From an optimization exercise on the open Yosys and OpenROAD flow, aimed at small area; shortcuts taken in it are not production practice.
Only simulation tests tie the RTL to the original design; equivalence was not proved.
Power and IR drop assume default switching activity.

<file path="flow/run.sh">
#!/bin/bash
# synth_recipe.tcl (not shown) runs the flow's synth.tcl, then flattens the netlist and writes it again
# the make line also repeats each setting of config.mk as NAME=value (left out here)
make -C /OpenROAD-flow-scripts/flow DESIGN_CONFIG=/design/flow/config.mk WORK_HOME=/design/flow/orfs CLKGATE_MAP_FILE= SYNTH_SCRIPT=/design/flow/synth_recipe.tcl finish
</file>
<file path="flow/config.mk">
export PLATFORM = sky130hd
export DESIGN_NAME = x10_cm17a
export DESIGN_NICKNAME = x10_cm17a
export VERILOG_FILES = /design/flow/design.v
export SDC_FILE = /design/flow/constraint.sdc
export NUM_CORES = 4
export LEC_CHECK = 0
export ABC_AREA = 1
export CAP_MARGIN = 20
export CORE_MARGIN = 2
export CORE_UTILIZATION = 40
export SLEW_MARGIN = 20
</file>
<file path="flow/constraint.sdc">
create_clock -name core_clock -period 6.0 [get_ports {clk}]
set_input_delay 1.2000 -clock core_clock [delete_from_list [all_inputs] [get_ports {clk}]]
set_output_delay 1.2000 -clock core_clock [all_outputs]
set_load 0.01 [all_outputs]
</file>
<file path="flow/design.v">
module x10_fifo #(
    parameter WIDTH = 8,
    parameter DEPTH = 4,
    parameter AW    = 2
) (
    input  wire             clk,
    input  wire             rst,
    input  wire             push,
    input  wire [WIDTH-1:0] wr_data,
    input  wire             pop,
    output wire [WIDTH-1:0] rd_data,
    output wire             empty,
    output wire             full
);
    reg [WIDTH-1:0] mem [0:DEPTH-1];
    reg [AW-1:0]    wr_ptr;
    reg [AW-1:0]    rd_ptr;
    reg [AW:0]      count;
    wire do_push = push && !full;
    wire do_pop  = pop && !empty;
    assign empty   = (count == 0);
    assign full    = (count == DEPTH);
    assign rd_data = mem[rd_ptr];
    always @(posedge clk) begin
        if (do_push)
            mem[wr_ptr] <= wr_data;
    end
    always @(posedge clk) begin
        if (rst) begin
            wr_ptr <= {AW{1'b0}};
            rd_ptr <= {AW{1'b0}};
            count  <= {(AW+1){1'b0}};
        end else begin
            if (do_push)
                wr_ptr <= wr_ptr + 1'b1;
            if (do_pop)
                rd_ptr <= rd_ptr + 1'b1;
            case ({do_push, do_pop})
                2'b10:   count <= count + 1'b1;
                2'b01:   count <= count - 1'b1;
                default: count <= count;
            endcase
        end
    end
endmodule
module x10_tx (
    input  wire        clk,
    input  wire        rst,
    input  wire [15:0] cfg_wait,
    input  wire [15:0] cfg_reset,
    input  wire [15:0] cfg_gap,
    input  wire [15:0] cfg_err,
    input  wire [6:0]  cfg_dim_step,
    input  wire        cmd_valid,
    input  wire [1:0]  cmd_kind,
    input  wire [3:0]  cmd_func,
    input  wire [3:0]  cmd_house,
    input  wire [15:0] cmd_units,
    input  wire [6:0]  cmd_percent,
    output reg         st_valid,
    output reg  [2:0]  st_code,
    input  wire        close,
    input  wire        conn_connect,
    input  wire        conn_fix,
    input  wire        line_fail,
    output reg         line1,
    output reg         line0,
    output reg  [1:0]  conn_state,
    output reg         evt_broken,
    output reg         evt_fixed,
    output wire        tx_stopped,
    output wire        sent_valid,
    input  wire        sent_ready,
    output wire [1:0]  sent_func,
    output wire [3:0]  sent_house,
    output wire [15:0] sent_units,
    output wire [6:0]  sent_percent
);
    localparam KIND_UNIT = 2'd1;
    localparam KIND_DIM  = 2'd2;
    localparam FN_ON     = 4'd3;
    localparam FN_OFF    = 4'd4;
    localparam FN_DIM    = 4'd5;
    localparam FN_BRIGHT = 4'd6;
    localparam ST_OK          = 3'd0;
    localparam ST_NOOP        = 3'd1;
    localparam ST_UNSUPPORTED = 3'd2;
    localparam ST_QUEUE_FULL  = 3'd3;
    localparam ST_CLOSED      = 3'd4;
    localparam CONN_DISCONNECTED = 2'd0;
    localparam CONN_CONNECTED    = 2'd1;
    localparam CONN_BROKEN       = 2'd2;
    localparam PH_IDLE  = 3'd0;
    localparam PH_RESET = 3'd1;
    localparam PH_FRAME = 3'd2;
    localparam PH_GAP   = 3'd3;
    localparam PH_PUSH  = 3'd4;
    localparam PH_ERR   = 3'd5;
    localparam PH_STOP  = 3'd6;
    localparam QUEUE_SIZE = 8;
    localparam SENT_SIZE  = 4;
    localparam REC_W = 29;
    reg shutdown;
    wire cmd_is_unit = (cmd_kind == KIND_UNIT) && ((cmd_func == FN_ON) || (cmd_func == FN_OFF));
    wire cmd_is_dim  = (cmd_kind == KIND_DIM) && ((cmd_func == FN_DIM) || (cmd_func == FN_BRIGHT));
    wire cmd_supported = cmd_is_unit || cmd_is_dim;
    wire [6:0] cmd_pct_clamped = (cmd_percent > 7'd100) ? 7'd100 : cmd_percent;
    wire cmd_noop = (cmd_units == 16'd0) || (cmd_is_dim && (cmd_pct_clamped == 7'd0));
    wire cmd_fbit = cmd_is_dim ? (cmd_func == FN_BRIGHT) : (cmd_func == FN_OFF);
    wire [REC_W-1:0] cmd_rec = {cmd_is_dim, cmd_fbit, cmd_house, cmd_units, cmd_pct_clamped};
    wire inq_full, inq_empty;
    wire [REC_W-1:0] inq_head;
    wire inq_push = cmd_valid && !shutdown && cmd_supported && !cmd_noop && !inq_full;
    wire inq_pop;
    always @(posedge clk) begin
        if (rst) begin
            st_valid <= 1'b0;
            st_code  <= ST_OK;
        end else begin
            st_valid <= cmd_valid;
            if (cmd_valid) begin
                if (shutdown)
                    st_code <= ST_CLOSED;
                else if (!cmd_supported)
                    st_code <= ST_UNSUPPORTED;
                else if (cmd_noop)
                    st_code <= ST_NOOP;
                else if (inq_full)
                    st_code <= ST_QUEUE_FULL;
                else
                    st_code <= ST_OK;
            end
        end
    end
    x10_fifo #(.WIDTH(REC_W), .DEPTH(QUEUE_SIZE), .AW(3)) u_inq (
        .clk     (clk),
        .rst     (rst),
        .push    (inq_push),
        .wr_data (cmd_rec),
        .pop     (inq_pop),
        .rd_data (inq_head),
        .empty   (inq_empty),
        .full    (inq_full)
    );
    reg [2:0]  phase;
    reg [2:0]  step;         
    reg [5:0]  bit_idx;      
    reg [15:0] wcnt;         
    reg        need_reset;
    reg              cur_dim;
    reg              cur_fbit;
    reg [3:0]        cur_house;
    reg [15:0]       cur_units;
    reg [6:0]        cur_pct;
    reg [15:0]       units_left;
    reg [6:0]        pct_left;
    assign tx_stopped = (phase == PH_STOP);
    assign inq_pop = (phase == PH_IDLE) && !shutdown && !inq_empty;
    reg [3:0] house_nib;
    always @(*) begin
        case (cur_house)
            4'd0:  house_nib = 4'h6;
            4'd1:  house_nib = 4'h7;
            4'd2:  house_nib = 4'h4;
            4'd3:  house_nib = 4'h5;
            4'd4:  house_nib = 4'h8;
            4'd5:  house_nib = 4'h9;
            4'd6:  house_nib = 4'hA;
            4'd7:  house_nib = 4'hB;
            4'd8:  house_nib = 4'hE;
            4'd9:  house_nib = 4'hF;
            4'd10: house_nib = 4'hC;
            4'd11: house_nib = 4'hD;
            4'd12: house_nib = 4'h0;
            4'd13: house_nib = 4'h1;
            4'd14: house_nib = 4'h2;
            default: house_nib = 4'h3;
        endcase
    end
    reg [3:0] cur_k;
    integer i;
    always @(*) begin
        cur_k = 4'd0;
        for (i = 15; i >= 0; i = i - 1)
            if (units_left[i])
                cur_k = i[3:0];
    end
    wire [15:0] units_after = units_left & ~(16'd1 << cur_k);
    wire [15:0] unit_code = {house_nib, 1'b0, cur_k[3], 2'b00,
                             1'b0, cur_k[2], cur_fbit, cur_k[0], cur_k[1], 3'b000};
    wire [15:0] dim_code  = {house_nib, 4'b0000,
                             1'b1, 1'b0, 1'b0, !cur_fbit, 1'b1, 3'b000};
    wire [15:0] cur_code  = cur_dim ? dim_code : unit_code;
    wire [39:0] frame_bits = {8'hD5, 8'hAA, cur_code, 8'hAD};
    wire        cur_bit    = frame_bits[6'd39 - bit_idx];
    reg [15:0] wait_len;
    always @(*) begin
        case (phase)
            PH_RESET: wait_len = cfg_reset;
            PH_FRAME: wait_len = cfg_wait;
            PH_GAP:   wait_len = cfg_gap;
            default:  wait_len = cfg_err;
        endcase
    end
    wire wait_done = ({1'b0, wcnt} + 17'd1) >= {1'b0, wait_len};
    reg op_valid;
    reg op_line;     
    reg op_level;
    always @(*) begin
        op_valid = 1'b0;
        op_line  = 1'b1;
        op_level = 1'b0;
        if (phase == PH_RESET) begin
            case (step)
                3'd0: begin op_valid = 1'b1; op_line = 1'b1; op_level = 1'b0; end
                3'd1: begin op_valid = 1'b1; op_line = 1'b0; op_level = 1'b0; end
                3'd3: begin op_valid = 1'b1; op_line = 1'b1; op_level = 1'b1; end
                3'd4: begin op_valid = 1'b1; op_line = 1'b0; op_level = 1'b1; end
                default: ;
            endcase
        end else if (phase == PH_FRAME) begin
            if (step == 3'd0) begin
                op_valid = 1'b1; op_line = cur_bit; op_level = 1'b0;
            end else if (step == 3'd2) begin
                op_valid = 1'b1; op_line = cur_bit; op_level = 1'b1;
            end
        end
    end
    wire op_ok   = (conn_state == CONN_CONNECTED) && !line_fail;
    wire op_fail = op_valid && !op_ok;
    wire sentq_full, sentq_empty;
    wire [REC_W-1:0] sentq_head;
    wire sentq_push = (phase == PH_PUSH) && !sentq_full;
    wire sentq_pop  = sent_valid && sent_ready;
    wire [REC_W-1:0] cur_rec = {cur_dim, cur_fbit, cur_house, cur_units, cur_pct};
    x10_fifo #(.WIDTH(REC_W), .DEPTH(SENT_SIZE), .AW(2)) u_sentq (
        .clk     (clk),
        .rst     (rst),
        .push    (sentq_push),
        .wr_data (cur_rec),
        .pop     (sentq_pop),
        .rd_data (sentq_head),
        .empty   (sentq_empty),
        .full    (sentq_full)
    );
    assign sent_valid   = !sentq_empty && !shutdown;
    assign sent_func    = sentq_head[28:27];
    assign sent_house   = sentq_head[26:23];
    assign sent_units   = sentq_head[22:7];
    assign sent_percent = sentq_head[6:0];
    always @(posedge clk) begin
        if (rst) begin
            phase      <= PH_IDLE;
            step       <= 3'd0;
            bit_idx    <= 6'd0;
            wcnt       <= 16'd0;
            need_reset <= 1'b1;
            cur_dim    <= 1'b0;
            cur_fbit   <= 1'b0;
            cur_house  <= 4'd0;
            cur_units  <= 16'd0;
            cur_pct    <= 7'd0;
            units_left <= 16'd0;
            pct_left   <= 7'd0;
        end else begin
            case (phase)
                PH_IDLE: begin
                    if (shutdown) begin
                        phase <= PH_STOP;
                    end else if (!inq_empty) begin
                        {cur_dim, cur_fbit, cur_house, cur_units, cur_pct} <= inq_head;
                        units_left <= inq_head[22:7];
                        pct_left   <= inq_head[6:0];
                        step       <= 3'd0;
                        bit_idx    <= 6'd0;
                        wcnt       <= 16'd0;
                        phase      <= need_reset ? PH_RESET : PH_FRAME;
                    end
                end
                PH_RESET: begin
                    if (op_fail) begin
                        need_reset <= 1'b1;
                        wcnt       <= 16'd0;
                        phase      <= PH_ERR;
                    end else if (step == 3'd2 || step == 3'd5) begin
                        if (wait_done) begin
                            wcnt <= 16'd0;
                            if (step == 3'd5) begin
                                step    <= 3'd0;
                                bit_idx <= 6'd0;
                                phase   <= PH_FRAME;
                            end else begin
                                step <= step + 3'd1;
                            end
                        end else begin
                            wcnt <= wcnt + 16'd1;
                        end
                    end else begin
                        step <= step + 3'd1;
                    end
                end
                PH_FRAME: begin
                    if (op_fail) begin
                        need_reset <= 1'b1;
                        wcnt       <= 16'd0;
                        phase      <= PH_ERR;
                    end else if (step == 3'd1 || step == 3'd3) begin
                        if (wait_done) begin
                            wcnt <= 16'd0;
                            if (step == 3'd3) begin
                                step <= 3'd0;
                                if (bit_idx == 6'd39) begin
                                    bit_idx <= 6'd0;
                                    if (cur_dim) begin
                                        if (pct_left <= cfg_dim_step)
                                            phase <= PH_GAP;
                                        else
                                            pct_left <= pct_left - cfg_dim_step;
                                    end else begin
                                        units_left <= units_after;
                                        if (units_after == 16'd0)
                                            phase <= PH_GAP;
                                    end
                                end else begin
                                    bit_idx <= bit_idx + 6'd1;
                                end
                            end else begin
                                step <= step + 3'd1;
                            end
                        end else begin
                            wcnt <= wcnt + 16'd1;
                        end
                    end else begin
                        step <= step + 3'd1;
                    end
                end
                PH_GAP: begin
                    if (wait_done) begin
                        wcnt  <= 16'd0;
                        phase <= PH_PUSH;
                    end else begin
                        wcnt <= wcnt + 16'd1;
                    end
                end
                PH_PUSH: begin
                    if (!sentq_full) begin
                        need_reset <= 1'b0;
                        phase      <= PH_IDLE;
                    end
                end
                PH_ERR: begin
                    if (wait_done) begin
                        wcnt  <= 16'd0;
                        phase <= PH_IDLE;
                    end else begin
                        wcnt <= wcnt + 16'd1;
                    end
                end
                default: phase <= PH_STOP;
            endcase
        end
    end
    always @(posedge clk) begin
        if (rst) begin
            line1      <= 1'b1;
            line0      <= 1'b1;
            conn_state <= CONN_DISCONNECTED;
            shutdown   <= 1'b0;
            evt_broken <= 1'b0;
            evt_fixed  <= 1'b0;
        end else begin
            evt_broken <= 1'b0;
            evt_fixed  <= 1'b0;
            if (op_valid && op_ok) begin
                if (op_line)
                    line1 <= op_level;
                else
                    line0 <= op_level;
            end
            if (close) begin
                shutdown   <= 1'b1;
                conn_state <= CONN_DISCONNECTED;
            end else if (op_valid && (conn_state == CONN_CONNECTED) && line_fail) begin
                conn_state <= CONN_BROKEN;
                evt_broken <= 1'b1;
            end else if ((conn_state == CONN_DISCONNECTED) && conn_connect && !shutdown) begin
                conn_state <= CONN_CONNECTED;
            end else if ((conn_state == CONN_BROKEN) && conn_fix) begin
                conn_state <= CONN_CONNECTED;
                evt_fixed  <= 1'b1;
            end
        end
    end
endmodule
module x10_rx (
    input  wire       clk,
    input  wire       rst,
    input  wire       rx_l1,
    input  wire       rx_l0,
    output reg        dec_valid,
    output reg  [1:0] dec_func,
    output reg  [3:0] dec_house,
    output reg  [3:0] dec_unit,
    output reg        dec_desync
);
    localparam ARM_NONE = 2'd0;
    localparam ARM_L1   = 2'd1;
    localparam ARM_L0   = 2'd2;
    localparam S_HDR0 = 3'd0;
    localparam S_HDR1 = 3'd1;
    localparam S_CODE0 = 3'd2;
    localparam S_CODE1 = 3'd3;
    localparam S_FOOT = 3'd4;
    reg       lvl1, lvl0;
    reg [1:0] armed;
    reg [2:0] state;
    reg [7:0] acc;
    reg [2:0] nbits;
    reg [15:0] code;
    reg [1:0] armed_nx;
    reg       bit_v;
    reg       bit_b;
    reg       rx_rst;
    always @(*) begin
        armed_nx = armed;
        bit_v    = 1'b0;
        bit_b    = 1'b0;
        rx_rst   = 1'b0;
        if (rx_l1 != lvl1) begin
            if (!rx_l1) begin
                if (!lvl0) begin
                    rx_rst   = 1'b1;
                    armed_nx = ARM_NONE;
                end else begin
                    armed_nx = ARM_L1;
                end
            end else if (armed_nx == ARM_L1) begin
                armed_nx = ARM_NONE;
                bit_v    = 1'b1;
                bit_b    = 1'b1;
            end
        end
        if (rx_l0 != lvl0) begin
            if (!rx_l0) begin
                if (!rx_l1) begin
                    rx_rst   = 1'b1;
                    armed_nx = ARM_NONE;
                end else begin
                    armed_nx = ARM_L0;
                end
            end else if (armed_nx == ARM_L0) begin
                armed_nx = ARM_NONE;
                bit_v    = 1'b1;
                bit_b    = 1'b0;
            end
        end
    end
    wire [7:0] acc_nx   = {acc[6:0], bit_b};
    wire       byte_done = bit_v && (nbits == 3'd7);
    wire [15:0] fcode = code;
    reg  [3:0]  house_idx;
    always @(*) begin
        case (fcode[15:12])
            4'h6: house_idx = 4'd0;
            4'h7: house_idx = 4'd1;
            4'h4: house_idx = 4'd2;
            4'h5: house_idx = 4'd3;
            4'h8: house_idx = 4'd4;
            4'h9: house_idx = 4'd5;
            4'hA: house_idx = 4'd6;
            4'hB: house_idx = 4'd7;
            4'hE: house_idx = 4'd8;
            4'hF: house_idx = 4'd9;
            4'hC: house_idx = 4'd10;
            4'hD: house_idx = 4'd11;
            4'h0: house_idx = 4'd12;
            4'h1: house_idx = 4'd13;
            4'h2: house_idx = 4'd14;
            default: house_idx = 4'd15;
        endcase
    end
    wire is_dim    = (fcode[11:0] == 12'h098);
    wire is_bright = (fcode[11:0] == 12'h088);
    wire is_unit   = ((fcode & 16'h0B87) == 16'h0000);
    wire [3:0] unit_k = {fcode[10], fcode[6], fcode[3], fcode[4]};
    always @(posedge clk) begin
        if (rst) begin
            lvl1       <= 1'b1;
            lvl0       <= 1'b1;
            armed      <= ARM_NONE;
            state      <= S_HDR0;
            acc        <= 8'd0;
            nbits      <= 3'd0;
            code       <= 16'd0;
            dec_valid  <= 1'b0;
            dec_func   <= 2'd0;
            dec_house  <= 4'd0;
            dec_unit   <= 4'd0;
            dec_desync <= 1'b0;
        end else begin
            lvl1       <= rx_l1;
            lvl0       <= rx_l0;
            armed      <= armed_nx;
            dec_valid  <= 1'b0;
            dec_desync <= 1'b0;
            if (rx_rst) begin
                state <= S_HDR0;
                acc   <= 8'd0;
                nbits <= 3'd0;
            end else if (bit_v) begin
                if (!byte_done) begin
                    acc   <= acc_nx;
                    nbits <= nbits + 3'd1;
                end else begin
                    acc   <= 8'd0;
                    nbits <= 3'd0;
                    case (state)
                        S_HDR0: begin
                            if (acc_nx == 8'hD5)
                                state <= S_HDR1;
                            else
                                dec_desync <= 1'b1;
                        end
                        S_HDR1: begin
                            if (acc_nx == 8'hAA) begin
                                state <= S_CODE0;
                            end else begin
                                state      <= S_HDR0;
                                dec_desync <= 1'b1;
                            end
                        end
                        S_CODE0: begin
                            code[15:8] <= acc_nx;
                            state      <= S_CODE1;
                        end
                        S_CODE1: begin
                            code[7:0] <= acc_nx;
                            state     <= S_FOOT;
                        end
                        default: begin
                            state <= S_HDR0;
                            if (acc_nx != 8'hAD) begin
                                dec_desync <= 1'b1;
                            end else if (is_dim || is_bright) begin
                                dec_valid <= 1'b1;
                                dec_func  <= is_dim ? 2'd2 : 2'd3;
                                dec_house <= house_idx;
                                dec_unit  <= 4'd0;
                            end else if (is_unit) begin
                                dec_valid <= 1'b1;
                                dec_func  <= {1'b0, fcode[5]};
                                dec_house <= house_idx;
                                dec_unit  <= unit_k;
                            end else begin
                                dec_desync <= 1'b1;
                            end
                        end
                    endcase
                end
            end
        end
    end
endmodule
module x10_cm17a (
    input  wire        clk,
    input  wire        rst,
    input  wire [15:0] cfg_wait,
    input  wire [15:0] cfg_reset,
    input  wire [15:0] cfg_gap,
    input  wire [15:0] cfg_err,
    input  wire [6:0]  cfg_dim_step,
    input  wire        cmd_valid,
    input  wire [1:0]  cmd_kind,
    input  wire [3:0]  cmd_func,
    input  wire [3:0]  cmd_house,
    input  wire [15:0] cmd_units,
    input  wire [6:0]  cmd_percent,
    output wire        st_valid,
    output wire [2:0]  st_code,
    input  wire        close,
    input  wire        conn_connect,
    input  wire        conn_fix,
    input  wire        line_fail,
    output wire        line1,
    output wire        line0,
    output wire [1:0]  conn_state,
    output wire        evt_broken,
    output wire        evt_fixed,
    output wire        tx_stopped,
    output wire        sent_valid,
    input  wire        sent_ready,
    output wire [1:0]  sent_func,
    output wire [3:0]  sent_house,
    output wire [15:0] sent_units,
    output wire [6:0]  sent_percent,
    input  wire        rx_l1,
    input  wire        rx_l0,
    output wire        dec_valid,
    output wire [1:0]  dec_func,
    output wire [3:0]  dec_house,
    output wire [3:0]  dec_unit,
    output wire        dec_desync
);
    x10_tx u_tx (
        .clk          (clk),
        .rst          (rst),
        .cfg_wait     (cfg_wait),
        .cfg_reset    (cfg_reset),
        .cfg_gap      (cfg_gap),
        .cfg_err      (cfg_err),
        .cfg_dim_step (cfg_dim_step),
        .cmd_valid    (cmd_valid),
        .cmd_kind     (cmd_kind),
        .cmd_func     (cmd_func),
        .cmd_house    (cmd_house),
        .cmd_units    (cmd_units),
        .cmd_percent  (cmd_percent),
        .st_valid     (st_valid),
        .st_code      (st_code),
        .close        (close),
        .conn_connect (conn_connect),
        .conn_fix     (conn_fix),
        .line_fail    (line_fail),
        .line1        (line1),
        .line0        (line0),
        .conn_state   (conn_state),
        .evt_broken   (evt_broken),
        .evt_fixed    (evt_fixed),
        .tx_stopped   (tx_stopped),
        .sent_valid   (sent_valid),
        .sent_ready   (sent_ready),
        .sent_func    (sent_func),
        .sent_house   (sent_house),
        .sent_units   (sent_units),
        .sent_percent (sent_percent)
    );
    x10_rx u_rx (
        .clk        (clk),
        .rst        (rst),
        .rx_l1      (rx_l1),
        .rx_l0      (rx_l0),
        .dec_valid  (dec_valid),
        .dec_func   (dec_func),
        .dec_house  (dec_house),
        .dec_unit   (dec_unit),
        .dec_desync (dec_desync)
    );
endmodule
</file>
==> results.txt <==
CTS:
- The total number of clock tree sinks is 515.
- The clock network latency to the later pin of the worst-skew pair is 0.63 ns.
- After clock tree synthesis, the setup repair step added 0 buffers.
- Clock-pin slew was measured on the worst setup and hold paths at 0.07 ns.
- In this run the clock root is driven by a sky130_fd_sc_hd__clkbuf_16.
- The number of hold buffers added after CTS was 0.
- Buffers inserted during clock tree synthesis total 53.
- The number of cells upsized or downsized after cts is 0.
- The longest clock path from root to sink contains 3 buffers.
- The H-tree depth is 2.
- TritonCTS built the clock tree.

Layout:
- The library cell used most frequently in the layout, excluding fill and tap cells, is sky130_fd_sc_hd__edfxtp_1.
- The count of fill cells added during filler insertion is 5044.
- In the final design database the tool counted 2551 nets.
- The post-layout utilization of the core is 48.5%.
- In the layout the commonest cells are sky130_fd_sc_hd__edfxtp_1, sky130_fd_sc_hd__o21ai_0, sky130_fd_sc_hd__nor2_1.
- Relative to the synthesized area, the layout overhead comes to 19.4%.
- The post-route netlist has 6.79% of its cells at a drive strength greater than 1.
- With fillers left out, the area of the finished cells amounts to 26800 um2.

Floorplanning:
- The die is 241 um tall.
- The number of placed I/O pins is 167.
- In this run the core area contains 86 standard-cell rows.
- The core region is 55200 um2.
- The area enclosed by the die boundary is 58000 um2.
- The starting utilization of the core area is 40.6%.
- The horizontal die dimension is 241 um.

Setup path:
- For the worst flop-to-flop path, the logic depth is 20.
- The maximum net fanout on the critical path is 30.
- STA classifies the critical path endpoint as an output port.
- STA puts the critical path data arrival time at 3.02 ns.
- The critical path is of the reg2out type.
- Data on the critical path is required at its endpoint by 4.80 ns.
- STA classifies the critical path startpoint as a flop.

Synth:
- The synthesized netlist devotes 13.7% of its cell area to simple gates.
- In this run, synthesis inferred 348 flip-flops with an integrated enable.
- The post-synthesis compound-gate area fraction is 15.8%.
- The total nets after synthesis is 2411.
- For this run, the number of Yosys warnings is 4.
- The cell count after synthesis is 2248.
- After synthesis, the share of cell area in mux cells is 0%.
- In this run the mean area of a mapped cell was 9.97 um2.
- The xor/xnor cell area share of the yosys netlist is 0.781%.
- After synthesis the cells add up to 22400 um2.
- By area, the combinational part of the netlist is dominated by compound AO/OA/AOI/OAI gates.
- The biggest area contributor in the post-synthesis netlist is sky130_fd_sc_hd__edfxtp_1.
- Counting flops and latches in the post-synthesis netlist gives 515.
- For this run, asynchronously set or reset flops after synthesis account for 0%.
- The synthesized design devotes to its leading area cell type 46.6% of total area.
- The post-synthesis adder-cell area fraction is 2.84%.
- In the post-synthesis netlist, the biggest area contributors are sky130_fd_sc_hd__edfxtp_1, sky130_fd_sc_hd__dfxtp_1, sky130_fd_sc_hd__o21ai_0.
- The flip-flop cell with the highest count after synthesis is sky130_fd_sc_hd__edfxtp_1.
- The sequential area share after synthesis is 61.5%.
- The synthesized netlist contains 56 unique library cells.

STA:
- Based on the critical path, the design can be clocked at up to 237 MHz.
- The aggregate negative setup slack is 0 ns.
- The slew of the pin with the lowest slew margin is 1.08 ns.
- Setup violations remaining at the end of the flow were counted as 0.
- Setup slack on the critical path of the routed design comes to 1.78 ns.
- The headroom to the max-slew limit is 27.7%.
- The share of the clock period used by the worst path is 70.4%.
- The time the worst path needs with I/O delays and setup is 4.22 ns.
- The number of slew-limit violations in the final report is 0.
- The final clock skew is 0.0344 ns.
- The number of endpoints with negative hold slack in the final report is 0.
- Setup repair after global routing left no endpoint under its margin.

Route:
- The detailed route wirelength on metal3 is 3120 um.
- The detailed-routing iteration count for the pre-antenna-repair pass is 5.
- The average wire length per cell after detail routing is 17.8 um.
- The via density per instance is 5.29.
- The initial DRC count is 1208.
- The post-detailed-route DRC marker count is 0.
- After detailed routing, the wire length on met1 is 25100 um.
- Summed over all layers, the routed wires come to 56500 um.
- Detailed routing placed a total of 27100 um of wire on met2.
- The topmost layer with routed signal wires is met5.
- For this block, the via count after detailed routing is 16823.
- In this run the remaining antenna-violating nets after routing total 0.

Global routing:
- The largest net degree at the start of global routing is 87.
- The number of antenna violations at the first check in global routing is 4.
- The wire length of the first global-routing pass is 87500 um.
- The overall overflow remaining after global route is 0.
- The overall routing resource usage is 19.3%.
- The number of global-route vias before repair is 16053.

Placement:
- The congestion estimate from routability-driven global placement came to 0.865.
- The worst setup timing slack at the placement stage is 1.25 ns.
- Once placement finished, the instance area stood at 24900 um2.
- The placed wire-length estimate is 35800 um.
- The number of buffers inserted by port buffering is 166.

Power:
- For this design the ratio of total power to cell area is 425 nW/um2.
- The leakage component of the power is 9.67 nW.
- The peak supply drop is 0.000258 V.
- The overall power of the completed layout is 11.4 mW.

Worst hold path:
- The class of the most critical hold timing path is reg2reg.
- Along the worst hold path, the cell count comes to 1.

Job:
- The number of maximum-capacitance violations is 0.

Status:
- The run finished with no timing, DRC or antenna violations.
## final timing paths
check | from | end | slack [ns]
setup / recovery | flop | sent_units[6] | 1.78
hold / removal | u_tx.u_inq.rd_ptr[2] | flop | 0.45
setup reg to reg | u_tx.wcnt[0] | u_tx.units_left[12] | 1.80
hold reg to reg | u_tx.u_inq.rd_ptr[2] | flop | 0.45
## logic make-up after synthesis
family,after synthesis
XOR/XNOR,20
flip-flops,515
AND/OR/NAND/NOR,718
adder cells (fa/ha/maj),49
buffers and inverters,314
AO/OA/AOI/OAI,632
## state kept, by name, summed over array words and instances (netlist names), 6 cells and up, named ones only
name	flops
u_tx.pct_left	7
u_tx.u_inq.mem	232
u_rx.acc	7
u_rx.code	16
u_tx.cur_units	16
u_tx.bit_idx	6
u_tx.u_sentq.mem	116
u_tx.cur_pct	7
u_tx.wcnt	16
u_tx.units_left	16
## stage by stage
stage               hold slack, ns  std cells
floorplan                    0.412       2248
global placement             0.427       3080
detailed placement           0.436       3080
CTS                          0.446       3178
global route                 0.470       3179
finish                       0.447       3182
## Yosys cell counts (2+ instances only)
cell type                  instances
sky130_fd_sc_hd__nand4_1          28
sky130_fd_sc_hd__nor4_1           14
sky130_fd_sc_hd__a31oi_1          19
sky130_fd_sc_hd__or2_2             4
sky130_fd_sc_hd__o22ai_1          77
sky130_fd_sc_hd__xor2_1           10
sky130_fd_sc_hd__xnor2_1          10
sky130_fd_sc_hd__nor2_2            7
sky130_fd_sc_hd__inv_1           194
sky130_fd_sc_hd__nand3_1          56
sky130_fd_sc_hd__clkbuf_1         95
sky130_fd_sc_hd__o21ai_1           4
sky130_fd_sc_hd__inv_2             7
sky130_fd_sc_hd__dfxtp_1         167
sky130_fd_sc_hd__nor2_4            2
sky130_fd_sc_hd__fa_1              3
sky130_fd_sc_hd__nor3_1           32
sky130_fd_sc_hd__clkinv_1          3
sky130_fd_sc_hd__edfxtp_1        348
sky130_fd_sc_hd__nor2_1          307
sky130_fd_sc_hd__a22o_1            3
sky130_fd_sc_hd__a211oi_1         10
sky130_fd_sc_hd__nand4_2           2
sky130_fd_sc_hd__buf_1             6
sky130_fd_sc_hd__a22oi_1           9
sky130_fd_sc_hd__o221ai_1         13
sky130_fd_sc_hd__o211ai_1         13
sky130_fd_sc_hd__ha_1             46
sky130_fd_sc_hd__buf_2             8
sky130_fd_sc_hd__o21ai_0         307
sky130_fd_sc_hd__o31ai_1          15
sky130_fd_sc_hd__nand2_1         255
sky130_fd_sc_hd__a21oi_1         150
sky130_fd_sc_hd__nand3_4           2
## where the power goes
group,switching [mW],internal [mW]
combinational,2.24,1.13
clock,1.43,2.09
sequential,0.297,4.18
total,3.97,7.41
## metal layers
| layer | track usage, % | up-vias |
|---|---|---|
| met2 | 32.2 | 400 |
| li1 | - | 8205 |
| met5 | 0 | - |
| met4 | 5.84 | 4 |
| met3 | 3.07 | 92 |
| met1 | 25.8 | 8122 |
## critical path: stages, from the launching register on
cell and delay [ns]:
sky130_fd_sc_hd__dfxtp_1 0.29, sky130_fd_sc_hd__buf_4 0.23, sky130_fd_sc_hd__inv_1 0.74, sky130_fd_sc_hd__o21ai_0 0.24
sky130_fd_sc_hd__o22ai_1 0.28, sky130_fd_sc_hd__clkdlybuf4s50_1 0.60
## cell type report
| type | count | area, um2 | area share, % |
|---|---|---|---|
| repair buffers | 195 | 1880 | 7.03 |
| well taps | 748 | 936 | 3.50 |
| multi-input cells | 1419 | 7490 | 28.0 |
| clock buffers | 61 | 1380 | 5.14 |
| clock inverters | 37 | 513 | 1.92 |
| inverters | 204 | 766 | 2.86 |
| flip-flops and latches | 515 | 13800 | 51.5 |
| diodes | 3 | 7.51 | 0.0280 |

afterwards: timing with drivers on the ports:
The results above use ideal ports. As a check the final layout listed here was re-extracted and re-timed, cells and wires unchanged. Step 1 (the two cells are an assumption about what drives the block):
set clk [get_ports {clk}]
set_driving_cell -lib_cell sky130_fd_sc_hd__clkbuf_16 $clk
set_driving_cell -lib_cell sky130_fd_sc_hd__buf_2 [delete_from_list [all_inputs] $clk]
Step 2 times the ports against the registers' clock, not the clock port: input delays grow and output delays shrink by t, the midpoint of the rising clock arrivals with the driver on. a / b / c = ideal / step 1 / step 2; a / b = the first two.
shift t [ns]: 0.670
setup slack, ns: 1.778 / 1.715 / 1.379
worst hold slack (ns): 0.447 / 0.447 / 0.447
After both steps setup and hold are still met in this run. For this run, drivers alone change the setup slack by -0.063 ns; drivers and shift together by -0.399 ns.
